Background: an optimization exercise with open tools, aiming at small area and few clock cycles. Do not read the settings as production practice.
In this exercise RTL edits were held to simulation tests only and were not proved equivalent to the original.
No activity file was given, so power comes from the tool's default toggle rates.

==> flow/design.v <==
module snpe (
    input  wire        clk,
    input  wire        rst,
    input  wire        cmd_valid,
    output wire        cmd_ready,
    input  wire [7:0]  cmd_data,
    input  wire        cmd_last,
    output wire        rsp_valid,
    input  wire        rsp_ready,
    output wire [7:0]  rsp_data,
    output wire        rsp_last,
    input  wire [31:0] now,
    input  wire [15:0] rnd
);
    localparam N_SLOTS = 5;
    localparam NBUF    = 29;
    localparam [15:0] CK_INIT = 16'h1021;
    localparam [3:0] C_ILL  = 4'd0;
    localparam [3:0] C_RST  = 4'd1;
    localparam [3:0] C_INIT = 4'd2;
    localparam [3:0] C_BYTE = 4'd3;
    localparam [3:0] C_READ = 4'd4;
    localparam [3:0] C_GEN  = 4'd5;
    localparam [3:0] C_CHK  = 4'd6;
    localparam [3:0] C_ENC  = 4'd7;
    localparam [3:0] C_DEC  = 4'd8;
    localparam [3:0] C_REQ  = 4'd9;
    localparam [3:0] C_CCHK = 4'd10;
    localparam [3:0] C_RD   = 4'd11;
    localparam [3:0] C_CNT  = 4'd12;
    localparam [3:0] S_OK      = 4'h0;
    localparam [3:0] S_E_OP    = 4'h1;
    localparam [3:0] S_E_FMT   = 4'h2;
    localparam [3:0] S_E_LEN   = 4'h3;
    localparam [3:0] S_E_ALIGN = 4'h4;
    localparam [3:0] S_E_SIZE  = 4'h5;
    localparam [3:0] S_E_FIT   = 4'h6;
    localparam [3:0] S_E_CKSUM = 4'h7;
    localparam [3:0] S_E_FULL  = 4'h8;
    localparam [3:0] S_E_MISS  = 4'h9;
    localparam [3:0] S_E_IDX   = 4'hD;
    function [15:0] ck_step(input [15:0] a, input [7:0] b);
        ck_step = {a[14:0], a[15]} ^ {8'h00, b};
    endfunction
    function [3:0] op_class(input [7:0] op);
        case (op)
            8'h00: op_class = C_RST;
            8'h10: op_class = C_INIT;
            8'h11: op_class = C_BYTE;
            8'h12: op_class = C_READ;
            8'h13: op_class = C_GEN;
            8'h14: op_class = C_CHK;
            8'h20: op_class = C_ENC;
            8'h21: op_class = C_DEC;
            8'h30: op_class = C_REQ;
            8'h31: op_class = C_CCHK;
            8'h32: op_class = C_RD;
            8'h33: op_class = C_CNT;
            default: op_class = C_ILL;
        endcase
    endfunction
    reg [15:0] acc;
    reg [N_SLOTS-1:0] valid;
    reg [15:0] chal [0:N_SLOTS-1];
    reg [15:0] iss  [0:N_SLOTS-1];
    reg [31:0] ts   [0:N_SLOTS-1];
    reg        resp;         
    reg        wait1;        
    reg [2:0]  pos;          
    reg [8:0]  rem;          
    reg [4:0]  pc;           
    reg [3:0]  cls;          
    reg [15:0] kk;           
    reg [4:0]  n5;           
    reg        nbig;         
    reg        d_align, d_size, d_small;  
    reg [15:0] tacc;         
    reg [7:0]  pbuf [0:NBUF-1];
    reg [4:0]  live_r;       
    reg [1:0]  lph;          
    reg [3:0]  st;
    reg [2:0]  idx;
    reg        newf;
    wire cmd_fire = cmd_valid && !resp && !wait1;
    wire rsp_fire = rsp_ready && resp;
    wire exec     = cmd_fire && cmd_last;
    assign cmd_ready = !resp && !wait1;
    assign rsp_valid = resp;
    wire [3:0] c = (pos == 3'd0) ? op_class(cmd_data) : cls;
    wire is_ck1 = (c == C_GEN) || (c == C_ENC);
    wire is_chk = (c == C_CHK);
    wire is_dec = (c == C_DEC);
    wire at_len = (is_ck1 || is_dec) ? (pos == 3'd1) :
                  is_chk             ? (pos == 3'd3) : 1'b0;
    wire at_n   = is_dec ? (pos == 3'd4) : at_len;    
    wire pos_ge2 = (pos >= 3'd2);
    wire pos_ge4 = (pos >= 3'd4);
    wire pos_ge5 = (pos == 3'd5);
    wire after_len = (is_ck1 || is_dec) ? pos_ge2 : is_chk ? pos_ge4 : 1'b0;
    wire pay_byte = ((c == C_ENC) && pos_ge2) || (is_dec && pos_ge5);
    wire ck_more  = (is_ck1 && pos_ge2) || (is_chk && pos_ge4) ||
                    (is_dec && pos_ge5 && (pc < n5));
    wire [15:0] tacc_nx = at_n    ? ck_step(CK_INIT, cmd_data) :
                          ck_more ? ck_step(tacc, cmd_data) : tacc;
    function live_of(input [31:0] tn, input [21:0] tn_hm1, input [31:0] t);
        reg [9:0]  d;
        reg [10:0] c;
        integer    q;
        begin
            c[0] = 1'b0;
            for (q = 0; q < 10; q = q + 1) begin
                d[q]   = tn[q] ^ t[q] ^ c[q];
                c[q+1] = (~tn[q] & t[q]) | (~(tn[q] ^ t[q]) & c[q]);
            end
            live_of = ~(d[9] & d[8] & d[7] & d[6] & d[5] & (d[4] | d[3])) &&
                      (c[10] ? (t[31:10] == tn_hm1) : (t[31:10] == tn[31:10]));
        end
    endfunction
    wire [21:0] now_hm1 = now[31:10] - 22'd1;
    wire l0 = (lph == 2'd0);
    wire l1 = (lph == 2'd1);
    wire l2 = (lph == 2'd2);
    wire [31:0] tx = ({32{l0}} & ts[0]) | ({32{l1}} & ts[2]) | ({32{l2}} & ts[4]);
    wire        vx = (l0 & valid[0]) | (l1 & valid[2]) | (l2 & valid[4]);
    wire [31:0] ty = ({32{l0}} & ts[1]) | ({32{!l0}} & ts[3]);
    wire        vy = (l0 & valid[1]) | (!l0 & valid[3]);
    wire        lx = vx && live_of(now, now_hm1, tx);
    wire        ly = vy && live_of(now, now_hm1, ty);
    wire [N_SLOTS-1:0] live = {lx, live_r[3:0]};
    wire [15:0] v16 = {kk[7:0], cmd_data};
    reg [N_SLOTS-1:0] cm, im;
    reg        chal_hit, iss_hit, have_free;
    reg [2:0]  chal_idx, iss_idx, free_idx;
    reg [N_SLOTS-1:0] free_oh;
    integer j;
    always @(*) begin
        for (j = 0; j < N_SLOTS; j = j + 1) begin
            cm[j] = live[j] && (chal[j] == v16);
            im[j] = live[j] && (iss[j] == v16);
        end
        chal_hit = 1'b0; chal_idx = 3'd0;
        iss_hit  = 1'b0; iss_idx  = 3'd0;
        have_free = 1'b0; free_idx = 3'd0;
        for (j = N_SLOTS - 1; j >= 0; j = j - 1) begin
            if (cm[j]) begin chal_hit = 1'b1; chal_idx = j[2:0]; end
            if (im[j]) begin iss_hit  = 1'b1; iss_idx  = j[2:0]; end
            if (!live[j]) begin have_free = 1'b1; free_idx = j[2:0]; end
        end
        for (j = 0; j < N_SLOTS; j = j + 1)
            free_oh[j] = (free_idx == j[2:0]) && have_free;
    end
    reg       fmt;
    reg [3:0] st_x;
    reg [8:0] rem_x;
    always @(*) begin
        case (c)
            C_RST, C_INIT, C_READ, C_CNT: fmt = (pos == 3'd0);
            C_BYTE, C_RD:                 fmt = (pos == 3'd1);
            C_REQ, C_CCHK:                fmt = (pos == 3'd2);
            C_GEN, C_ENC, C_DEC:
                fmt = (pos == 3'd1) ? (cmd_data == 8'd0) : (pos_ge2 && rem == 9'd1);
            C_CHK:
                fmt = (pos == 3'd3) ? (cmd_data == 8'd0) : (pos_ge4 && rem == 9'd1);
            default: fmt = 1'b0;
        endcase
        st_x  = S_OK;
        rem_x = 9'd0;
        if (c == C_ILL)
            st_x = S_E_OP;
        else if (!fmt)
            st_x = S_E_FMT;
        else begin
            case (c)
                C_READ: rem_x = 9'd2;
                C_GEN: begin
                    if (nbig && pos_ge2) st_x = S_E_LEN;
                    else rem_x = 9'd2;
                end
                C_CHK: begin
                    if (nbig && pos_ge4) st_x = S_E_LEN;
                    else begin
                        rem_x = 9'd2;
                        if (tacc_nx != kk) st_x = S_E_CKSUM;
                    end
                end
                C_ENC: begin
                    if (nbig && pos_ge2) st_x = S_E_LEN;
                    else rem_x = (pos_ge2 && n5 > 5'd13) ? 9'd32 : 9'd16;
                end
                C_DEC: begin
                    if (pos == 3'd1)      st_x = S_E_SIZE;
                    else if (d_align)     st_x = S_E_ALIGN;
                    else if (d_size)      st_x = S_E_SIZE;
                    else if (nbig)        st_x = S_E_LEN;
                    else if (d_small && n5 > 5'd13) st_x = S_E_FIT;
                    else if (tacc_nx != kk) st_x = S_E_CKSUM;
                    else rem_x = {4'd0, n5} + 9'd1;
                end
                C_REQ: begin
                    if (chal_hit || have_free) rem_x = 9'd4;
                    else st_x = S_E_FULL;
                end
                C_CCHK: begin
                    if (iss_hit) rem_x = 9'd1;
                    else st_x = S_E_MISS;
                end
                C_RD: begin
                    if (cmd_data >= 8'd5) st_x = S_E_IDX;
                    else rem_x = 9'd10;
                end
                C_CNT: rem_x = 9'd1;
                default: ;
            endcase
        end
    end
    wire ok_x   = fmt && (c != C_ILL);
    wire do_rst = exec && ok_x && (c == C_RST);
    wire do_req = exec && ok_x && (c == C_REQ) && !chal_hit;
    wire [N_SLOTS-1:0] we = do_req ? free_oh : {N_SLOTS{1'b0}};
    integer k;
    always @(posedge clk) begin
        if (lph == 2'd0) begin
            live_r[0] <= lx;
            live_r[1] <= ly;
        end
        if (lph == 2'd2) live_r[4] <= lx;
        if (lph == 2'd1) begin
            live_r[2] <= lx;
            live_r[3] <= ly;
        end
        if (lph != 2'd0 || cmd_fire) begin
            if (lph != 2'd2) lph <= lph + 2'd1;
        end
        for (k = 0; k < N_SLOTS; k = k + 1) if (we[k]) begin
            chal[k] <= v16;
            iss[k]  <= rnd;
            ts[k]   <= now;
        end
        for (k = 0; k < NBUF; k = k + 1)
            if (cmd_fire && pay_byte && pc == k[4:0]) pbuf[k] <= cmd_data;
        if (cmd_fire) begin
            if (pos == 3'd0) cls <= op_class(cmd_data);
            if (pos != 3'd5) pos <= pos + 3'd1;
            if (pos == 3'd0) pc <= 5'd0;
            else if (pay_byte) pc <= pc + 5'd1;
            if (at_len) rem <= {1'b0, cmd_data};
            else rem <= rem - 9'd1;
            if ((pos < 3'd3) || (is_dec && pos == 3'd3)) kk <= {kk[7:0], cmd_data};
            if (at_n) begin
                n5   <= cmd_data[4:0];
                nbig <= (cmd_data > 8'd29);
            end
            if (is_dec && pos == 3'd1) begin
                d_align <= (cmd_data[3:0] != 4'd0);
                d_size  <= (cmd_data == 8'd0) || (cmd_data > 8'd32);
                d_small <= (cmd_data == 8'd16);
            end
            tacc <= tacc_nx;
        end
        if (exec) begin
            if (c == C_CNT && ok_x) wait1 <= 1'b1;
            else resp <= 1'b1;
            pos  <= 3'd0;
            st   <= st_x;
            rem  <= rem_x;
            pc   <= (c == C_ENC) ? 5'd28 : 5'd30;
            newf <= !chal_hit;
            case (c)
                C_REQ:  idx <= chal_hit ? chal_idx : free_idx;
                C_CCHK: idx <= iss_idx;
                default: idx <= cmd_data[2:0];
            endcase
        end
        if (wait1) begin
            wait1 <= 1'b0;
            resp  <= 1'b1;
        end
        if (rsp_fire) begin
            pc  <= pc + 5'd1;
            rem <= rem - 9'd1;
            if (rem == 9'd0) begin
                resp <= 1'b0;
                pos  <= 3'd0;
                lph  <= 2'd0;
            end else if (pos != 3'd5) begin
                pos <= pos + 3'd1;
            end
        end
        if (rst || do_rst) begin
            acc   <= CK_INIT;
            valid <= {N_SLOTS{1'b0}};
        end else begin
            valid <= valid | we;
            if (exec && ok_x) begin
                case (c)
                    C_INIT: acc <= CK_INIT;
                    C_BYTE: acc <= ck_step(acc, cmd_data);
                    C_GEN, C_CHK: if (st_x == S_OK || st_x == S_E_CKSUM) acc <= tacc_nx;
                    default: ;
                endcase
            end
        end
        if (rst) begin
            resp <= 1'b0;
            wait1 <= 1'b0;
            pos  <= 3'd0;
            lph  <= 2'd0;
        end
    end
    wire [2:0] live_cnt = {2'b00, live_r[0]} + {2'b00, live_r[1]} + {2'b00, live_r[2]} +
                          {2'b00, live_r[3]} + {2'b00, live_r[4]};
    wire first  = (pos == 3'd0);
    wire k_crc  = !first && ((cls == C_READ) || (cls == C_GEN) || (cls == C_CHK));
    wire k_enc  = !first && (cls == C_ENC);
    wire k_dec  = !first && (cls == C_DEC);
    wire k_req  = !first && (cls == C_REQ);
    wire k_rd   = !first && (cls == C_RD);
    wire rem0   = (rem == 9'd0);
    wire rem1   = (rem == 9'd1);
    wire s_acch = k_crc && rem1;
    wire s_accl = k_crc && rem0;
    wire s_tch  = k_enc && (pc == 5'd29);
    wire s_tcl  = k_enc && (pc == 5'd30);
    wire s_n    = (k_enc || k_dec) && (pc == 5'd31);
    wire s_pay  = (k_enc && (pc < n5)) || k_dec;
    wire s_newf = k_req && (rem == 9'd3);
    wire s_idx  = (k_req && rem0) || (!first && (cls == C_CCHK));
    wire s_slot = (k_req && (rem == 9'd1 || rem == 9'd2)) || (k_rd && rem < 9'd8);
    wire s_v    = k_rd && (rem == 9'd9);
    wire s_l    = k_rd && (rem == 9'd8);
    wire s_cnt  = !first && (cls == C_CNT);
    wire [2:0] fs = (cls == C_RD) ? rem[2:0] : {2'b10, rem[1]};
    wire [7:0] fs_oh = 8'd1 << fs;
    wire [N_SLOTS-1:0] idx_oh = 5'b00001 << idx;
    wire [N_SLOTS-1:0] slot_oh = idx_oh & valid & {N_SLOTS{s_slot}};
    reg  [7:0] slot_byte;
    reg  [63:0] fld;
    integer s, b;
    always @(*) begin
        slot_byte = 8'h00;
        for (s = 0; s < N_SLOTS; s = s + 1) begin
            fld = {chal[s], iss[s], ts[s]};
            for (b = 0; b < 8; b = b + 1)
                slot_byte = slot_byte | ({8{slot_oh[s] & fs_oh[b]}} & fld[8*b +: 8]);
        end
    end
    reg [7:0] pay_byte_r;
    integer p;
    always @(*) begin
        pay_byte_r = 8'h00;
        for (p = 0; p < NBUF; p = p + 1)
            pay_byte_r = pay_byte_r | ({8{s_pay && (pc == p[4:0])}} & pbuf[p]);
    end
    wire v_at = |(valid & idx_oh);
    wire l_at = |(live_r & idx_oh);
    wire [7:0] rd = ({8{first}}  & {4'd0, st})
                  | ({8{s_acch}} & acc[15:8])
                  | ({8{s_accl}} & acc[7:0])
                  | ({8{s_tch}}  & tacc[15:8])
                  | ({8{s_tcl}}  & tacc[7:0])
                  | ({8{s_n}}    & {3'd0, n5})
                  | ({8{s_newf}} & {7'd0, newf})
                  | ({8{s_idx}}  & {5'd0, idx})
                  | ({8{s_v}}    & {7'd0, v_at})
                  | ({8{s_l}}    & {7'd0, l_at})
                  | ({8{s_cnt}}  & {5'd0, live_cnt})
                  | slot_byte | pay_byte_r;
    assign rsp_data = rd;
    assign rsp_last = (rem == 9'd0);
endmodule
==> flow/flow/run.sh <==
#!/bin/bash
# The standard layout (standard.sh: standard synthesis, floorplan, place,
# CTS, route, finish) with three changes:
#  - after floorplanning, OpenROAD's restructure re-maps the combinational
#    logic for area (flow/restructure.tcl, two passes, with a liberty copy
#    that leaves out the platform's don't-use cells); registers are not touched;
#  - port buffers use sky130_fd_sc_hd__buf_1 (every port still gets one);
#  - clock tree synthesis uses clkbuf_8 buffers, sink clusters of up to 16
#    flip-flops within 45 um, and no dummy loads for balancing.
# Each tool's output goes to the ORFS logs under orfs/logs; make's own output
# goes to standard.log.
set -o pipefail
HERE=$(pwd)
cat >> config.mk <<EOC
export POST_FLOORPLAN_TCL = $HERE/flow/restructure.tcl
export BUFFER_PORTS_ARGS = -buffer_cell sky130_fd_sc_hd__buf_1
export CTS_ARGS = -sink_clustering_enable -repair_clock_nets -dont_use_dummy_load -buf_list sky130_fd_sc_hd__clkbuf_8 -sink_clustering_size 16 -sink_clustering_max_diameter 45
EOC
bash standard.sh > standard.log 2>&1
==> flow/flow/restructure.tcl <==
# Area-oriented re-synthesis of the combinational logic with OpenROAD's
# restructure (ABC); registers are not touched. restructure does not honour
# set_dont_use, so it gets a copy of the platform liberty without the
# platform's don't-use cells.
set rmp_dir $::env(OBJECTS_DIR)/rmp
file mkdir $rmp_dir
set src_lib $::env(PLATFORM_DIR)/lib/sky130_fd_sc_hd__tt_025C_1v80.lib
set dst_lib $rmp_dir/restructure.lib
set dont_use {}
foreach c $::env(DONT_USE_CELLS) { dict set dont_use $c 1 }
set fi [open $src_lib r]
set fo [open $dst_lib w]
set skip 0
set depth 0
while {[gets $fi line] >= 0} {
  if {!$skip && [regexp {^\s*cell\s*\(\s*"?([A-Za-z0-9_]+)"?\s*\)} $line -> name]} {
    if {[dict exists $dont_use $name]} {
      set skip 1
      set depth 0
    }
  }
  if {$skip} {
    incr depth [expr {[regexp -all {\{} $line] - [regexp -all {\}} $line]}]
    if {$depth <= 0 && [regexp {\}} $line]} { set skip 0 }
    continue
  }
  puts $fo $line
}
close $fi
close $fo
foreach pass {1 2} {
  restructure -target area -liberty_file $dst_lib \
    -tielo_port sky130_fd_sc_hd__conb_1/LO -tiehi_port sky130_fd_sc_hd__conb_1/HI \
    -work_dir $rmp_dir
}
==> flow/standard.sh <==
#!/bin/bash
# synth_recipe.tcl (not shown) runs the flow's synth.tcl, then flattens the netlist and writes it again
# the make line also repeats each setting of config.mk as NAME=value (left out here)
make -C /OpenROAD-flow-scripts/flow DESIGN_CONFIG=/design/flow/config.mk WORK_HOME=/design/flow/orfs CLKGATE_MAP_FILE= SYNTH_SCRIPT=/design/flow/synth_recipe.tcl "${@:-finish}"
==> flow/config.mk <==
export PLATFORM = sky130hd
export DESIGN_NAME = snpe
export DESIGN_NICKNAME = snpe
export VERILOG_FILES = /design/flow/design.v
export SDC_FILE = /design/flow/constraint.sdc
export NUM_CORES = 4
export LEC_CHECK = 0
export CAP_MARGIN = 20
export CORE_MARGIN = 2
export CORE_UTILIZATION = 70
export SLEW_MARGIN = 20
export POST_FLOORPLAN_TCL = /design/flow/flow/restructure.tcl
export BUFFER_PORTS_ARGS = -buffer_cell sky130_fd_sc_hd__buf_1
export CTS_ARGS = -sink_clustering_enable -repair_clock_nets -dont_use_dummy_load -buf_list sky130_fd_sc_hd__clkbuf_8 -sink_clustering_size 16 -sink_clustering_max_diameter 45
==> flow/constraint.sdc <==
create_clock -name core_clock -period 10.0 [get_ports {clk}]
set_input_delay 2.0000 -clock core_clock [delete_from_list [all_inputs] [get_ports {clk}]]
set_output_delay 2.0000 -clock core_clock [all_outputs]
set_load 0.01 [all_outputs]
==> impl_results.md, run 1 <==
* Result of the run: timing/DRC/antenna clean
* Critical register-to-register path startpoint: lph[1]
* Reg2reg path depth at 36
* Fraction of registers with async set/reset at 0%
* Final worst slack at 519 ps
* Hold/Removal Path Class: reg2reg
* Count of fill cells added during filler insertion at about 2900
* Number of antenna violations at the first check in global routing at 11
* CP most frequent cell: o21ai_0
* Number of placed I/O pins at 72
* Vias after detailed routing at roughly 28000
* Pin count of the biggest net entering global routing at 66
* Setup Total Neg Slack at 0 ps
* CTS Hold Bufs at 0
* Critical path required time at 10230 ps
* Clock tree from TritonCTS: yes
* Sequential area share after synthesis at approximately three fifths
* Fraction of synthesized cell area taken by the top area cell type at between 50% and 60%
* Worst-margin pin slew at 1230 ps
* Width of the die at ~220 um
* Routed wire length at approximately 130000 um
* Summed instance area of the synthesized netlist at approximately 0.031 sq mm
* Slack of the worst reg-to-reg path at 1120 ps
* Period Utilization, post-route at between 90% and 100%
* Reg-to-reg endpoint: ts[1][27]
* Die area at about 0.046 sq mm
* Buffer cell driving the clock tree root: clkbuf_8
* Mean instance size in the synthesized netlist at ~13 sq um
* Post-route worst hold slack at slightly below 500 ps
* Critical Path Fanout Max at 65
* Data arrival at the endpoint of the critical path at between 9000 and 10000 ps
* Number of buffers inserted by port buffering at 71
* Initial core utilization at a little over two thirds
* Fraction of final layout cells sized beyond drive strength 1 at under 10%
* Endpoint type of the worst setup path: flop
* Inserted Clock Buffers at 67
* Number of levels in the clock H-tree at 3
* Sort of element at the start of the critical path: input pin
* Clock insertion delay at the later pin of the skew report at between 700 and 800 ps
* Residual DRC count at 0
* Relative slew slack at between 10% and 20%
* Crit path capture: ts[1][27]
* Cell with the most instances after synthesis: edfxtp_1
* Prevailing post-synth register cell: edfxtp_1
* Critical path type: in2reg
* Total of max-cap violations at 0
* Layout Skew at about 77 ps
* Number of pins with negative max-slew slack in the final report at 0
* Static Leakage at about 0.0097 uW
* Synth top area cells: edfxtp_1 60%, xnor2_1 5.6%, a22oi_1 3.3%, nor2_1 2.5%, a222oi_1 2.2%
* Launch point of the critical path: now[1]
* Setup WS pre-CTS at 216 ps
* Maximum clock insertion buffer count at 3
* Area growth from synthesis to final layout at 3.71%
* Power Density at 158 mW/mm^2
* Clock-pin slew reported for the worst setup and hold paths after clock tree synthesis at 80 ps
* Violation count after the first detailed-route iteration at 7995
* Post-CTS sizing at 0
* Global-route wire length before repair at 179000 um
* Stage delay of the slowest cell on the critical path at 690 ps
* Setup repair after global routing missed its margin: no
* Post-DR wirelength/cell at around 40 um
* Top cell types by occurrence after synthesis: 624 x edfxtp_1, 205 x nor2_1, 199 x xnor2_1
* Endpoints failing setup at 0
* Fin crit period at 9480 ps
* Yosys warns at 5
* Post-synth net total at around 2500
* Total number of clock tree sinks at about 650
* Highest achievable clock rate at roughly 110 MHz
* Postcts setup bufs at 0
* Cell taking the most area after synthesis: edfxtp_1
* Max stage delay cell, worst path: o21ai_0
* Die height at 215 um
* Global router's overall resource usage at 54.5%
* Via count of the first global-routing pass at about 25000
* Number of enable-type register cells in the synthesized netlist at 624
* Number of search-and-repair iterations in the first detailed-routing pass at 14
* Antenna-violating nets left at 0
* Total number of nets in the final design at approximately 2700
* Number of distinct library cell variants in the gate-level netlist after synthesis at approximately 90
* Sum of overflow across all layers after global routing at 0
* Site row count at 77
* Maximum vdd drop at about 0.22 mV
* Number of vias per cell after detailed routing at 8.62
* Half-perimeter wire length of the detailed placement result at around 88000 um
* GP Congestion at ~1.2
* Synthesized instance count at roughly 2400
* Synthesis-stage register bit count at 652
* Core area at around 0.044 sq mm
* Final number of hold-violating endpoints at 0
-- cells by family (layout without fill, tap and decap cells) --
logic type,after synthesis,after routing,share of synthesized area (%)
flops,652,652,61.8
simple gates,672,640,10.8
xor+xnor,251,21,7.03
mux,52,0,1.77
other cells,0,6,0
fa+ha+maj,47,0,2.27
compound gates,560,878,14.2
buf+inv,151,418,2.16
-- per-layer routing --
layer / track usage, % / wire, um
met1: 67.3 / 38500
met2: 75.9 / 51200
met3: 23.7 / 23900
met4: 40.9 / 13800
met5: 1.35 / 231
-- registers in the layout, summed over array words and instances, names as in the netlist, 4 cells and up --
name / count
pbuf: 232
ts: 160
chal: 80
iss: 80
acc: 16
kk: 16
tacc: 16
rem: 9
live_r: 5
n5: 5
pc: 5
valid: 5
cls: 4
st: 4
-- cells in the final DEF (no fill, tap or decap), drive strengths merged, types with 57 or more instances in the layout --
cell type  synthesis  layout
o21ai             45     116
o22ai              8     131
a221oi            60      66
a21oi             74      57
clkinv             2     207
clkbuf            46      75
buf               43     136
a222oi            69      84
edfxtp           624     624
nor2             206     271
nand2            134     126
a22oi            142     174
-- final cells by class --
class	count	area [sq um]	share of cell area [%]
well taps	592	741	2.29
flip-flops and latches	652	19300	59.5
multi-input cells	1539	9750	30.1
diodes	6	15.0	0.0463
clock buffers	67	922	2.85
inverters	207	777	2.40
repair buffers	144	903	2.79
-- per-stage QoR --
step / cells / area, sq um / power (uW) / utilization [%]
final: 3207 / 32400 / 5110 / 73.5
after global routing: 3202 / 32400 / 5190 / 73.4
after CTS: 3191 / 32300 / 5040 / 73.1
after detailed placement: 3124 / 31300 / 3630 / 71.0
after floorplan: 2385 / 31300 / 3560 / -
after global placement: 3123 / 31300 / 3620 / 71.0
-- how the worst min path moves through the flow --
stage | startpoint | endpoint | slack [ps] | cells past startpoint
after floorplan | valid[4] | valid[4] | 460 | 2
after global placement | acc[13] | acc[13] | 460 | 2
after detailed placement | acc[14] | acc[14] | 460 | 2
after CTS | acc[14] | acc[14] | 480 | 2
after global routing | acc[14] | acc[14] | 520 | 2
final | acc[14] | acc[14] | 490 | 2
-- critical path: cells and delay by family --
family | cells | cell delay, ps
simple gates | 15 | 2330
buf+inv | 6 | 1380
compound gates | 13 | 3740
xor+xnor | 1 | 120
-- report_power, final --
part	switching (uW)	leakage, uW	internal (uW)
Combinational	392	0.00329	154
Sequential	49.9	0.00588	3020
Clock	892	0.000482	598
Total	1330	0.00965	3780
Testbench counts, summed over its fixed seeds: cycles 66,251.
==> run 2, diff against run 1 <==
--- a/flow/config.mk
+++ b/flow/config.mk
@@ -7,7 +7,7 @@
 export LEC_CHECK = 0
 export CAP_MARGIN = 20
 export CORE_MARGIN = 2
-export CORE_UTILIZATION = 70
+export CORE_UTILIZATION = 60
 export SLEW_MARGIN = 20
 export POST_FLOORPLAN_TCL = /design/flow/flow/restructure.tcl
 export BUFFER_PORTS_ARGS = -buffer_cell sky130_fd_sc_hd__buf_1
==> run 2 against run 1 <==
Net effect: still clean on timing, DRC and antenna; wire length grew 3.5%; worst hold slack got worse by 26 ps; die area increased by 16%; sequential cell count is the same; register-to-register slack got worse by 90 ps; clock-buffer cell count up 6; area after synthesis unchanged; combinational power up 0.7%; first-iteration DRC count is 20% lower; fmax up 2.9%; non-clock buffer count is the same; highest routed layer unchanged.
==> impl_results.md, run 2 <==
* Power Density at 159 mW/mm^2 (+0.87%)
* Fraction of synthesized cell area taken by the top area cell type at 60.0% (unchanged)
* Synth top area cells: edfxtp_1 60%, xnor2_1 5.6%, a22oi_1 3.3%, nor2_1 2.5%, a222oi_1 2.2%
* Violation count after the first detailed-route iteration at 6379 (-20%)
* Post-layout utilization of the core at 63.3% (-10 points)
* Summed instance area of the synthesized netlist at 0.0313 sq mm (unchanged)
* Critical register-to-register path startpoint: lph[1]
* Result of the run: timing/DRC/antenna clean
* Fraction of final layout cells sized beyond drive strength 1 at 6.42% (+0.22 points)
* Dominant delay contributor by cell family on the critical path: compound AO/OA/AOI/OAI gates
* Sum of overflow across all layers after global routing at 0 (unchanged)
* Hold/Removal Path Class: reg2reg
* Period Utilization, post-route at 92.2% (-2.6 points)
* Maximum vdd drop at 0.154 mV (-29%)
* Endpoints failing setup at 0 (unchanged)
* Antenna-violating nets left at 0 (unchanged)
* Clock tree from TritonCTS: yes
* Die height at 232 um (+7.9%)
* Total of max-cap violations at 0 (unchanged)
* Routed wire length at 132000 um (+3.5%)
* Number of search-and-repair iterations in the first detailed-routing pass at 10 (-4)
* Pin count of the biggest net entering global routing at 66 (unchanged)
* Launch point of the critical path: now[1]
* Number of placed I/O pins at 72 (unchanged)
* Number of antenna violations at the first check in global routing at 15 (+4)
* Sort of element at the start of the critical path: input pin
* Max stage delay cell, worst path: buf_4
* Sequential area share after synthesis at 61.8% (unchanged)
* Post-DR wirelength/cell at 40.0 um (+0.56%)
* Maximum clock insertion buffer count at 3 (unchanged)
* Number of pins with negative max-slew slack in the final report at 0 (unchanged)
* Total number of nets in the final design at 2678 (+0.22%)
* Via count of the first global-routing pass at 24400 (-2.0%)
* Site row count at 83 (+7.8%)
* Yosys warns at 5 (unchanged)
* Synthesized instance count at 2385 (unchanged)
* GP Congestion at 1.08 (-8.0%)
* Setup repair after global routing missed its margin: no
* Synthesis-stage register bit count at 652 (unchanged)
* Buffer cell driving the clock tree root: clkbuf_8
* Die area at 0.0539 sq mm (+16%)
* Stage delay of the slowest cell on the critical path at 790 ps (+100 ps)
* Core area at 0.0514 sq mm (+17%)
* Number of distinct library cell variants in the gate-level netlist after synthesis at 92 (unchanged)
* Number of levels in the clock H-tree at 3 (unchanged)
* Relative slew slack at 17.0% (+0.25 points)
* Number of enable-type register cells in the synthesized netlist at 624 (unchanged)
* Setup WS pre-CTS at 514 ps (+298 ps)
* Initial core utilization at 60.8% (-10 points)
* Total number of clock tree sinks at 652 (unchanged)
* Post-CTS sizing at 0 (unchanged)
* Endpoint type of the worst setup path: flop
* Inserted Clock Buffers at 73 (+9.0%)
* Data arrival at the endpoint of the critical path at 9460 ps (-250 ps)
* Global-route wire length before repair at 183000 um (+2.5%)
* Clock-pin slew reported for the worst setup and hold paths after clock tree synthesis at 70 ps (about the same)
* Startpoint of the most critical hold path: acc[14]
* Residual DRC count at 0 (unchanged)
* Pwr Total at 5170 uW (+1.3%)
* Critical path required time at 10240 ps (about the same)
* Top cell types by occurrence after synthesis: 624 x edfxtp_1, 205 x nor2_1, 199 x xnor2_1
* Cell taking the most area after synthesis: edfxtp_1
* Mean instance size in the synthesized netlist at 13.1 sq um (unchanged)
* Width of the die at 232 um (+7.9%)
* Final worst slack at 784 ps (+265 ps)
* Crit path buffers/inverters at 7 (+1)
* Largest registers: pbuf x232, ts x160
* Postcts setup bufs at 0 (unchanged)
* Global router's overall resource usage at 48.8% (-5.7 points)
* Area growth from synthesis to final layout at 4.12%
* Layout Skew at 105 ps (+28.1 ps)
* Critical Path Fanout Max at 65 (unchanged)
* Number of vias per cell after detailed routing at 8.16 (-5.3%)
* Final number of hold-violating endpoints at 0 (unchanged)
* Prevailing post-synth register cell: edfxtp_1
* Number of buffers inserted by port buffering at 71 (unchanged)
* Highest achievable clock rate at 109 MHz (+2.9%)
* Worst-margin pin slew at 1240 ps (+13.6 ps)
* Clock insertion delay at the later pin of the skew report at 720 ps (about the same)
* Critical path type: in2reg
* Setup Total Neg Slack at 0 ps (unchanged)
* Top register by number of flip-flops: pbuf
* Post-route worst hold slack at 469 ps (-25.6 ps)
* Most common cell after layout, fill and taps aside: edfxtp_1
* Post-synth net total at 2493 (unchanged)
* CTS Hold Bufs at 0 (unchanged)
* Vias after detailed routing at 26900 (-2.5%)
* Static Leakage at 0.00968 uW (+0.30%)
* Fraction of registers with async set/reset at 0% (unchanged)
* Cell with the most instances after synthesis: edfxtp_1
* Half-perimeter wire length of the detailed placement result at 94600 um (+7.2%)
* Fin crit period at 9220 ps (-265 ps)
* Commonest cells after routing, fill and taps aside: 624 x edfxtp_1, 265 x nor2_1, 207 x clkinv_1
* Flip-flop count of the largest register, all copies and words added at 232 (unchanged)
-- run 2: cell counts after synthesis --
No cell type changed its count.
-- run 2: per-stage QoR --
stage	area, sq um	cells
final	32500	3302
after global routing	32500	3297
after CTS	32500	3295
after detailed placement	31500	3222
after global placement	31500	3221
after floorplan	31300	2385
-- run 2: cells by family (layout without fill, tap and decap cells) --
family,Yosys count,after routing,synth area share (%)
AO/OA/AOI/OAI,560,878,14.2
XOR/XNOR,251,21,7.03
flip-flops,652,652,61.8
other,0,7,0
adder cells (fa/ha/maj),47,0,2.27
buffers and inverters,151,424,2.16
multiplexers,52,0,1.77
AND/OR/NAND/NOR,672,640,10.8
-- run 2: power breakdown --
group	internal (uW)	switching (uW)	leakage (uW)
clock	648	902	0.000525
combinational	154	396	0.00328
sequential	3020	49.7	0.00588
total	3830	1350	0.00968
-- run 2: final timing paths --
kind / slack (ps) / cells after the start / end
max: 780 / 38 / ts[2][3]
min: 470 / 2 / acc[14]
max reg2reg: 1030 / 39 / ts[2][3]
min reg2reg: 470 / 2 / acc[14]
-- run 2: layer usage --
layer	global-route usage [%]	vias up	wire, um
met5	0	-	223
met4	32.5	12	11600
met3	13.9	706	21000
met2	72.9	3151	56600
met1	62.3	12700	42800
li1	-	10400	-
-- run 2: final cells by class --
type                            instances  area [sq um]
Antenna cell                            7          17.5
Fill cell                            3866         18900
Timing Repair Buffer                  144           835
Multi-Input combinational cell       1539          9760
Tap cell                              680           851
Sequential cell                       652         19300
Inverter                              207           777
Clock buffer                           73          1000
-- run 2: worst reg2reg max path: cells and delay by family (launching register included) --
kind	cells	cell delay (ps)
compound gates	13	2010
buf+inv	7	1720
flops	1	400
simple gates	19	4300
==> run 3, diff against run 2 <==
--- a/flow/design.v
+++ b/flow/design.v
@@ -102,7 +102,7 @@
                     (is_dec && pos_ge5 && (pc < n5));
     wire [15:0] tacc_nx = at_n    ? ck_step(CK_INIT, cmd_data) :
                           ck_more ? ck_step(tacc, cmd_data) : tacc;
-    function live_of(input [31:0] tn, input [21:0] tn_hm1, input [31:0] t);
+    function live_of(input [31:0] tn, input [21:0] hmask, input [31:0] t);
         reg [9:0]  d;
         reg [10:0] c;
         integer    q;
@@ -113,10 +113,10 @@
                 c[q+1] = (~tn[q] & t[q]) | (~(tn[q] ^ t[q]) & c[q]);
             end
             live_of = ~(d[9] & d[8] & d[7] & d[6] & d[5] & (d[4] | d[3])) &&
-                      (c[10] ? (t[31:10] == tn_hm1) : (t[31:10] == tn[31:10]));
+                      ((t[31:10] ^ tn[31:10]) == ({22{c[10]}} & hmask));
         end
     endfunction
-    wire [21:0] now_hm1 = now[31:10] - 22'd1;
+    wire [21:0] now_hmask = now[31:10] ^ (now[31:10] - 22'd1);
     wire l0 = (lph == 2'd0);
     wire l1 = (lph == 2'd1);
     wire l2 = (lph == 2'd2);
@@ -124,8 +124,8 @@
     wire        vx = (l0 & valid[0]) | (l1 & valid[2]) | (l2 & valid[4]);
     wire [31:0] ty = ({32{l0}} & ts[1]) | ({32{!l0}} & ts[3]);
     wire        vy = (l0 & valid[1]) | (!l0 & valid[3]);
-    wire        lx = vx && live_of(now, now_hm1, tx);
-    wire        ly = vy && live_of(now, now_hm1, ty);
+    wire        lx = vx && live_of(now, now_hmask, tx);
+    wire        ly = vy && live_of(now, now_hmask, ty);
     wire [N_SLOTS-1:0] live = {lx, live_r[3:0]};
     wire [15:0] v16 = {kk[7:0], cmd_data};
     reg [N_SLOTS-1:0] cm, im;
@@ -278,7 +278,7 @@
         if (rsp_fire) begin
             pc  <= pc + 5'd1;
             rem <= rem - 9'd1;
-            if (rem == 9'd0) begin
+            if (rsp_last) begin
                 resp <= 1'b0;
                 pos  <= 3'd0;
                 lph  <= 2'd0;
@@ -295,7 +295,8 @@
                 case (c)
                     C_INIT: acc <= CK_INIT;
                     C_BYTE: acc <= ck_step(acc, cmd_data);
-                    C_GEN, C_CHK: if (st_x == S_OK || st_x == S_E_CKSUM) acc <= tacc_nx;
+                    C_GEN: if (!(nbig && pos_ge2)) acc <= tacc_nx;
+                    C_CHK: if (!(nbig && pos_ge4)) acc <= tacc_nx;
                     default: ;
                 endcase
             end
@@ -315,19 +316,20 @@
     wire k_dec  = !first && (cls == C_DEC);
     wire k_req  = !first && (cls == C_REQ);
     wire k_rd   = !first && (cls == C_RD);
-    wire rem0   = (rem == 9'd0);
-    wire rem1   = (rem == 9'd1);
+    wire [5:0] rr = rem[5:0];
+    wire rem0   = (rr == 6'd0);
+    wire rem1   = (rr == 6'd1);
     wire s_acch = k_crc && rem1;
     wire s_accl = k_crc && rem0;
     wire s_tch  = k_enc && (pc == 5'd29);
     wire s_tcl  = k_enc && (pc == 5'd30);
     wire s_n    = (k_enc || k_dec) && (pc == 5'd31);
     wire s_pay  = (k_enc && (pc < n5)) || k_dec;
-    wire s_newf = k_req && (rem == 9'd3);
+    wire s_newf = k_req && (rr == 6'd3);
     wire s_idx  = (k_req && rem0) || (!first && (cls == C_CCHK));
-    wire s_slot = (k_req && (rem == 9'd1 || rem == 9'd2)) || (k_rd && rem < 9'd8);
-    wire s_v    = k_rd && (rem == 9'd9);
-    wire s_l    = k_rd && (rem == 9'd8);
+    wire s_slot = (k_req && (rr == 6'd1 || rr == 6'd2)) || (k_rd && rr < 6'd8);
+    wire s_v    = k_rd && (rr == 6'd9);
+    wire s_l    = k_rd && (rr == 6'd8);
     wire s_cnt  = !first && (cls == C_CNT);
     wire [2:0] fs = (cls == C_RD) ? rem[2:0] : {2'b10, rem[1]};
     wire [7:0] fs_oh = 8'd1 << fs;
@@ -366,5 +368,5 @@
                   | ({8{s_cnt}}  & {5'd0, live_cnt})
                   | slot_byte | pay_byte_r;
     assign rsp_data = rd;
-    assign rsp_last = (rem == 9'd0);
+    assign rsp_last = rem0;
 endmodule
--- a/flow/config.mk
+++ b/flow/config.mk
@@ -7,7 +7,7 @@
 export LEC_CHECK = 0
 export CAP_MARGIN = 20
 export CORE_MARGIN = 2
-export CORE_UTILIZATION = 60
+export CORE_UTILIZATION = 70
 export SLEW_MARGIN = 20
 export POST_FLOORPLAN_TCL = /design/flow/flow/restructure.tcl
 export BUFFER_PORTS_ARGS = -buffer_cell sky130_fd_sc_hd__buf_1
==> run 3 against run 2 <==
Net effect: largest cell class unchanged; cell count is 1.3% lower; first-iteration DRC count grew 27%; clock skew up 19 ps; non-clock buffer count increased by 18; power about the same; setup slack got worse by 480 ps; worst hold slack gained 11 ps.
==> impl_results.md, run 3 <==
* Worst-margin pin slew at 1300 ps (+55.9 ps)
* Dominant delay contributor by cell family on the critical path: simple AND/OR/NAND/NOR gates
* Final number of hold-violating endpoints at 0 (unchanged)
* Width of the die at 217 um (-6.6%)
* Number of levels in the clock H-tree at 2 (-1)
* Post-CTS sizing at 0 (unchanged)
* Global-route track usage on met3 at 26.8% (+13 points)
* Total number of nets in the final design at 2718 (+1.5%)
* Number of distinct library cell variants in the gate-level netlist after synthesis at 97 (+5.4%)
* Maximum clock insertion buffer count at 3 (unchanged)
* Mean instance size in the synthesized netlist at 12.8 sq um (-2.3%)
* Final worst slack at 303 ps (-481 ps)
* Static Leakage at 0.00970 uW (+0.18%)
* Residual DRC count at 0 (unchanged)
* Half-perimeter wire length of the detailed placement result at 92900 um (-1.8%)
* Pwr Total at 5180 uW (about the same)
* Setup WS pre-CTS at -147 ps (-660 ps)
* Antenna-violating nets left at 0 (unchanged)
* Via count of the first global-routing pass at 25500 (+4.7%)
* Cell depth of the worst setup path at 27 (-29%)
* Stage delay of the slowest cell on the critical path at 710 ps (-80 ps)
* Clock insertion delay at the later pin of the skew report at 750 ps (+30 ps)
* Period Utilization, post-route at 97.0% (+4.8 points)
* Total number of clock tree sinks at 652 (unchanged)
* Total of max-cap violations at 0 (unchanged)
* Yosys warns at 5 (unchanged)
* Top cell types by occurrence after synthesis: 624 x edfxtp_1, 209 x xnor2_1, 195 x nor2_1
* Pin count of the biggest net entering global routing at 66 (unchanged)
* Clock tree from TritonCTS: yes
* Fin crit period at 9700 ps (+481 ps)
* Power Density at 158 mW/mm^2 (-0.38%)
* Sum of overflow across all layers after global routing at 0 (unchanged)
* Cell taking the most area after synthesis: edfxtp_1
* Endpoints failing setup at 0 (unchanged)
* Violation count after the first detailed-route iteration at 8075 (+27%)
* Maximum vdd drop at 0.167 mV (+8.9%)
* Relative slew slack at 11.0% (-6.0 points)
* Endpoint type of the worst setup path: output pin
* Critical path required time at 8000 ps (-2240 ps)
* Synthesized instance count at 2475 (+3.8%)
* Synth top area cells: edfxtp_1 59%, xnor2_1 5.8%, a22oi_1 3.4%, nor2_1 2.3%, a222oi_1 2.0%
* Crit path buffers/inverters at 4 (-3)
* Critical path type: reg2out
* Routed wire length at 130000 um (-1.7%)
* Number of enable-type register cells in the synthesized netlist at 624 (unchanged)
* Flip-flop count of the largest register, all copies and words added at 232 (unchanged)
* Number of antenna violations at the first check in global routing at 9 (-6)
* GRT Max-Usage Layer: met2
* CTS Hold Bufs at 0 (unchanged)
* Fraction of final layout cells sized beyond drive strength 1 at 6.55% (+0.13 points)
* Fraction of synthesized cell area taken by the top area cell type at 59.1% (-0.84 points)
* Initial core utilization at 71.4% (+11 points)
* Clock-pin slew reported for the worst setup and hold paths after clock tree synthesis at 80 ps (about the same)
* Site row count at 77 (-7.2%)
* Result of the run: timing/DRC/antenna clean
* Area growth from synthesis to final layout at 3.13%
* Synthesis-stage register bit count at 652 (unchanged)
* Postcts setup bufs at 0 (unchanged)
* Number of vias per cell after detailed routing at 8.58 (+5.1%)
* Post-layout utilization of the core at 73.6% (+10 points)
* Reg2reg path depth at 47 (+21%)
* Global-route wire length before repair at 182000 um (-0.66%)
* Fraction of registers with async set/reset at 0% (unchanged)
* Largest registers: pbuf x232, ts x160
* Setup repair after global routing missed its margin: no
* GP Congestion at 1.16 (+7.8%)
* Die area at 0.0470 sq mm (-13%)
* Worst hold stages at 2 (unchanged)
* Core area at 0.0444 sq mm (-14%)
* Post-DR wirelength/cell at 39.9 um (-0.38%)
* Commonest cells after routing, fill and taps aside: 624 x edfxtp_1, 254 x nor2_1, 249 x clkinv_1
* Inserted Clock Buffers at 61 (-16%)
* Number of pins with negative max-slew slack in the final report at 0 (unchanged)
* Data arrival at the endpoint of the critical path at 7700 ps (-1760 ps)
* Hold/Removal Path Class: reg2reg
* Highest achievable clock rate at 103 MHz (-5.0%)
* Global router's overall resource usage at 55.0% (+6.1 points)
* Post-synth net total at 2583 (+3.6%)
* Number of placed I/O pins at 72 (unchanged)
* Most common cell after layout, fill and taps aside: edfxtp_1
* Die height at 217 um (-6.6%)
* Top register by number of flip-flops: pbuf
* Prevailing post-synth register cell: edfxtp_1
* Number of buffers inserted by port buffering at 71 (unchanged)
* Layout Skew at 124 ps (+18.9 ps)
* Max stage delay cell, worst path: or2_0
* Number of search-and-repair iterations in the first detailed-routing pass at 15 (+5)
* Met1 track demand over resource in global routing at 69.1% (+6.8 points)
* Vias after detailed routing at 28000 (+3.8%)
* Buffer cell driving the clock tree root: clkbuf_8
* Sequential area share after synthesis at 60.9% (-0.87 points)
* Sort of element at the start of the critical path: flop
* Cell with the most instances after synthesis: edfxtp_1
* Critical Path Fanout Max at 10 (-85%)
* Summed instance area of the synthesized netlist at 0.0317 sq mm (+1.4%)
* Met2 routing resource usage after global routing at 74.9% (+2.0 points)
run 3: area by class of cell:
class | instances | area [sq um]
clock buffers | 61 | 840
well taps | 592 | 741
inverters | 249 | 935
multi-input cells | 1531 | 9830
flip-flops and latches | 652 | 19300
diodes | 12 | 30.0
repair buffers | 162 | 1010
fillers | 2898 | 11700
run 3: final timing paths:
| kind | startpoint | to | slack (ps) |
|---|---|---|---|
| setup / recovery | pos[1] | rsp_data[0] | 300 |
| hold / removal | acc[10] | acc[10] | 480 |
| setup reg to reg | lph[0] | live_r[3] | 1140 |
| hold reg to reg | acc[10] | acc[10] | 480 |
run 3: cells by family (layout without fill, tap and decap cells):
family | Yosys count | count (layout) | share of synthesized area (%)
buffers and inverters | 191 | 472 | 2.49
adder cells (fa/ha/maj) | 47 | 0 | 2.23
XOR/XNOR | 245 | 10 | 6.81
AND/OR/NAND/NOR | 678 | 595 | 10.7
flip-flops | 652 | 652 | 60.9
other | 0 | 12 | 0
AO/OA/AOI/OAI | 612 | 926 | 15.2
multiplexers | 50 | 0 | 1.67
run 3: per-stage QoR:
step | TNS (ps) | hold slack [ps] | cells | area (sq um)
floorplan | -33060 | 455 | 2475 | 31700
global placement | 0 | 449 | 3185 | 31800
detailed placement | -18910 | 466 | 3185 | 31800
CTS | 0 | 477 | 3246 | 32600
global route | 0 | 503 | 3248 | 32700
finish | 0 | 480 | 3259 | 32700
run 3: worst min-delay path, stage by stage, from the launching register on:
cell	delay (ps)
dfxtp_1	310
clkinv_1	70
a21oi_1	60
run 3: layer usage:
layer	up-vias	wire, um
met3	958	26500
met1	12900	39100
met5	-	253
met2	3594	51200
li1	10500	-
met4	8	12900
run 3: where the power goes:
| group | total, uW | switching [uW] | internal [uW] |
|---|---|---|---|
| logic | 704 | 513 | 191 |
| clock network | 1400 | 857 | 538 |
| registers | 3080 | 51.3 | 3030 |
Testbench counts of run 3, summed over its fixed seeds: cycles 66,251.
==> run 4, diff against run 3 <==
--- a/flow/flow/run.sh
+++ b/flow/flow/run.sh
@@ -2,7 +2,7 @@
 # The standard layout (standard.sh: standard synthesis, floorplan, place,
 # CTS, route, finish) with three changes:
 #  - after floorplanning, OpenROAD's restructure re-maps the combinational
-#    logic for area (flow/restructure.tcl, two passes, with a liberty copy
+#    logic for area (flow/restructure.tcl, four passes, with a liberty copy
 #    that leaves out the platform's don't-use cells); registers are not touched;
 #  - port buffers use sky130_fd_sc_hd__buf_1 (every port still gets one);
 #  - clock tree synthesis uses clkbuf_8 buffers, sink clusters of up to 16
--- a/flow/flow/restructure.tcl
+++ b/flow/flow/restructure.tcl
@@ -28,7 +28,7 @@
 }
 close $fi
 close $fo
-foreach pass {1 2} {
+foreach pass {1 2 3 4} {
   restructure -target area -liberty_file $dst_lib \
     -tielo_port sky130_fd_sc_hd__conb_1/LO -tiehi_port sky130_fd_sc_hd__conb_1/HI \
     -work_dir $rmp_dir
--- a/flow/config.mk
+++ b/flow/config.mk
@@ -7,7 +7,7 @@
 export LEC_CHECK = 0
 export CAP_MARGIN = 20
 export CORE_MARGIN = 2
-export CORE_UTILIZATION = 70
+export CORE_UTILIZATION = 60
 export SLEW_MARGIN = 20
 export POST_FLOORPLAN_TCL = /design/flow/flow/restructure.tcl
 export BUFFER_PORTS_ARGS = -buffer_cell sky130_fd_sc_hd__buf_1
==> run 4 against run 3 <==
Net effect: still clean; setup slack better by 530 ps; worst hold slack worse by 1.4 ps; critical path depth is 10 higher; via count is 3.9% lower; clock skew is 52 ps lower; area after synthesis stayed put.
==> impl_results.md, run 4 <==
* Result of the run: timing/DRC/antenna clean
* Total of max-cap violations at 0 (unchanged)
* Clock network power share at 29.4% (+2.4 points)
* Endpoints failing setup at 0 (unchanged)
* Width of the die at 234 um (+7.9%)
* Fraction of synthesized cell area taken by the top area cell type at 59.1% (unchanged)
* Mux cell area share after synthesis at 1.67% (unchanged)
* Number of levels in the clock H-tree at 3 (+1)
* Cell internal pwr at 3890 uW (+3.7%)
* Number of placed I/O pins at 72 (unchanged)
* Mean instance size in the synthesized netlist at 12.8 sq um (unchanged)
* Commonest cells after routing, fill and taps aside: 624 x edfxtp_1, 288 x nor2_1, 225 x clkinv_1
* Core area at 0.0524 sq mm (+18%)
* Number of enable-type register cells in the synthesized netlist at 624 (unchanged)
* Count of non-filler cells in the finished layout at 3357 (+3.0%)
* Synthesized instance count at 2475 (unchanged)
* Inserted Clock Buffers at 76 (+25%)
* Die height at 234 um (+7.9%)
* Die area at 0.0547 sq mm (+16%)
* Number of search-and-repair iterations in the first detailed-routing pass at 17 (+2)
* Post-synthesis compound-gate area fraction at 15.2% (unchanged)
* Critical path type: in2reg
* Top cell types by occurrence after synthesis: 624 x edfxtp_1, 209 x xnor2_1, 195 x nor2_1
* Sum of overflow across all layers after global routing at 0 (unchanged)
* Number of pins with negative max-slew slack in the final report at 0 (unchanged)
* Number of antenna violations at the first check in global routing at 14 (+5)
* GP Congestion at 1.09 (-5.9%)
* CTS Hold Bufs at 0 (unchanged)
* Buffer cell driving the clock tree root: clkbuf_8
* Largest registers: pbuf x232, ts x160
* Hold/Removal Path Class: reg2reg
* Via count of the first global-routing pass at 24400 (-4.7%)
* Residual DRC count at 0 (unchanged)
* Number of distinct library cell variants in the gate-level netlist after synthesis at 97 (unchanged)
* Sort of element at the start of the critical path: input pin
* Global-route wire length before repair at 183000 um (+0.68%)
* Setup repair after global routing missed its margin: no
* Postcts setup bufs at 0 (unchanged)
* Sw Share at 27.0% (-0.50 points)
* Most common cell after layout, fill and taps aside: edfxtp_1
* Number of buffers inserted by port buffering at 71 (unchanged)
* Total number of nets in the final design at 2726 (+0.29%)
* Yosys warns at 5 (unchanged)
* Fraction of final layout cells sized beyond drive strength 1 at 7.55% (+0.99 points)
* Slack of the worst reg-to-reg path at 1380 ps (+240 ps)
* Final number of hold-violating endpoints at 0 (unchanged)
* Clock-pin slew reported for the worst setup and hold paths after clock tree synthesis at 50 ps (-30 ps)
* Cell total after placement at 3274 (+2.8%)
* Routed wire length at 133000 um (+2.6%)
* Initial core utilization at 60.4% (-11 points)
* Prevailing post-synth register cell: edfxtp_1
* Switching power of the nets at 1440 uW (+1.1%)
* Violation count after the first detailed-route iteration at 6191 (-23%)
* Half-perimeter wire length of the detailed placement result at 97600 um (+5.1%)
* Critical path required time at 10310 ps (+2310 ps)
* Combinational family with the most area after synthesis: compound AO/OA/AOI/OAI gates
* Fin crit period at 9170 ps (-530 ps)
* Cell with the most instances after synthesis: edfxtp_1
* Data arrival at the endpoint of the critical path at 9480 ps (+1780 ps)
* Max stage delay cell, worst path: or4_1
* Sequential area share after synthesis at 60.9% (unchanged)
* FF+latch area at 0.0193 sq mm (unchanged)
* Cell taking the most area after synthesis: edfxtp_1
* Post-CTS sizing at 0 (unchanged)
* Clock insertion delay at the later pin of the skew report at 690 ps (-60 ps)
* Site row count at 84 (+9.1%)
* Sequential power share at 57.7% (-1.7 points)
* Global router's overall resource usage at 48.5% (-6.5 points)
* Logic pwr share at 12.9% (-0.7 points)
* Maximum vdd drop at 0.132 mV (-21%)
* Top register by number of flip-flops: pbuf
* Maximum clock insertion buffer count at 3 (unchanged)
* Worst-margin pin slew at 1240 ps (-60.7 ps)
* Area growth from synthesis to final layout at 4.14%
* Summed instance area of the synthesized netlist at 0.0317 sq mm (unchanged)
* Endpoint type of the worst setup path: flop
* Fraction of registers with async set/reset at 0% (unchanged)
* Number of vias per cell after detailed routing at 8.01 (-6.7%)
* Synthesized-area fraction occupied by and/or/nand/nor cells at 10.7% (unchanged)
* Area used by multi-input combinational logic at 0.00983 sq mm (about the same)
* Layout Skew at 72.4 ps (-51.6 ps)
* CP most frequent cell: nor2_1
* Count of fill cells added during filler insertion at 4033 (+39%)
* Total number of clock tree sinks at 652 (unchanged)
* Pin count of the biggest net entering global routing at 66 (unchanged)
* Vias after detailed routing at 26900 (-3.9%)
* Post-layout utilization of the core at 62.9% (-11 points)
* Clock tree from TritonCTS: yes
* Flip-flop count of the largest register, all copies and words added at 232 (unchanged)
* Synth top area cells: edfxtp_1 59%, xnor2_1 5.8%, a22oi_1 3.4%, nor2_1 2.3%, a222oi_1 2.0%
* Critical Path Fanout Max at 46 (+36)
* Static Leakage at 0.00989 uW (+2.0%)
* Relative slew slack at 15.2% (+4.1 points)
* Share of synthesized cell area in full adder, half adder and majority cells at 2.23% (unchanged)
* Antenna-violating nets left at 0 (unchanged)
* Period Utilization, post-route at 91.7% (-5.3 points)
* Stage delay of the slowest cell on the critical path at 490 ps (-220 ps)
* Synthesis-stage register bit count at 652 (unchanged)
* Power Density at 162 mW/mm^2 (+2.0%)
* Post-DR wirelength/cell at 39.7 um (-0.39%)
* Post-synth net total at 2583 (unchanged)
* Highest achievable clock rate at 109 MHz (+5.8%)
* Xor and xnor area share after synthesis at 6.81% (unchanged)
run 4: cell families after synthesis:
group / after synthesis
DFF: 652
muxes: 50
adders and majority gates: 47
and+or+nand+nor: 678
buffers and inverters: 191
xor gates and xnor gates: 245
AOI/OAI and AO/OA: 612
run 4: power groups by stage:
stage                     sequential [uW]  clock, uW  combinational [uW]
after floorplan                      3140          0                 919
after global placement               3130          0                 633
after detailed placement             3130          0                 644
after CTS                            3070       1560                 647
after global routing                 3070       1650                 711
final                                3070       1570                 688
run 4: area by class of cell:
| type | count | area share, % |
|---|---|---|
| Antenna cell | 6 | 0.0455 |
| Clock buffer | 76 | 3.17 |
| Inverter | 225 | 2.56 |
| Multi-Input combinational cell | 1537 | 29.8 |
| Sequential cell | 652 | 58.5 |
| Tap cell | 688 | 2.61 |
| Timing Repair Buffer | 173 | 3.39 |
run 4: per-stage QoR:
step / cell area [sq um] / power, uW / TNS [ps] / hold slack [ps] / setup slack, ps
after global placement: 31900 / 3760 / 0 / 453 / 655
after global routing: 33000 / 5440 / 0 / 493 / 119
after CTS: 33000 / 5280 / 0 / 471 / 1110
after detailed placement: 31900 / 3770 / 0 / 459 / 454
after floorplan: 31700 / 4060 / -33060 / 455 / -258
final: 33000 / 5330 / 0 / 479 / 832
run 4: path summary, 6_finish.rpt:
check / start / end / cells past startpoint
hold reg to reg: acc[13] / acc[13] / 2
hold / removal: acc[13] / acc[13] / 2
setup / recovery: now[1] / ts[3][17] / 37
setup reg to reg: lph[0] / ts[3][17] / 38
run 4: layer usage:
metal | share of wire (%) | track usage [%] | vias up
li1 | - | - | 10500
met1 | 34 | 63.4 | 12900
met2 | 42 | 69.5 | 2842
met3 | 16 | 17.2 | 595
met4 | 8.0 | 29.5 | 6
met5 | 0.033 | 0 | -
run 4: worst max-delay path, delay by kind of cell:
family / cells / cell delay (ps)
buf+inv: 5 / 1100
compound gates: 12 / 2040
simple gates: 20 / 4240

[afterwards: timing with drivers on the ports]
The results above use ideal ports. As a check the final layouts listed here were re-extracted and re-timed, cells and wires unchanged.
Step 1: set_driving_cell puts a clkbuf_16 on clk and a buf_2 on each other input, an assumption about the parent block.
Step 2, shift: input delay + t, output delay - t, t = (earliest + latest rising clock arrival at the registers) / 2. This alone moves slack from input paths to output paths.
Three values: ideal, step 1, step 2; two values: the first two.
run | t (ns) | setup WS [ns] | worst setup path after step 2 | slew at the worst register clock pin (ns) | worst data-port slew with drivers (ns)
run 1 | 0.734 | 0.519 / 0.560 / -0.173 | input to register | 0.10 / 0.10 | 0.06
run 2 | 0.732 | 0.784 / 0.825 / 0.093 | input to register | 0.10 / 0.10 | 0.14
run 3 | 0.751 | 0.303 / 0.242 / -0.014 | input to register | 0.10 / 0.10 | 0.07
run 4 | 0.719 | 0.832 / 0.873 / 0.155 | input to register | 0.11 / 0.11 | 0.10
With both steps, setup timing fails in run 1 and run 3, where it was met with ideal ports. The setup slack of run 1, which loses most, moves by +0.041 ns with the drivers and by -0.692 ns with both steps.
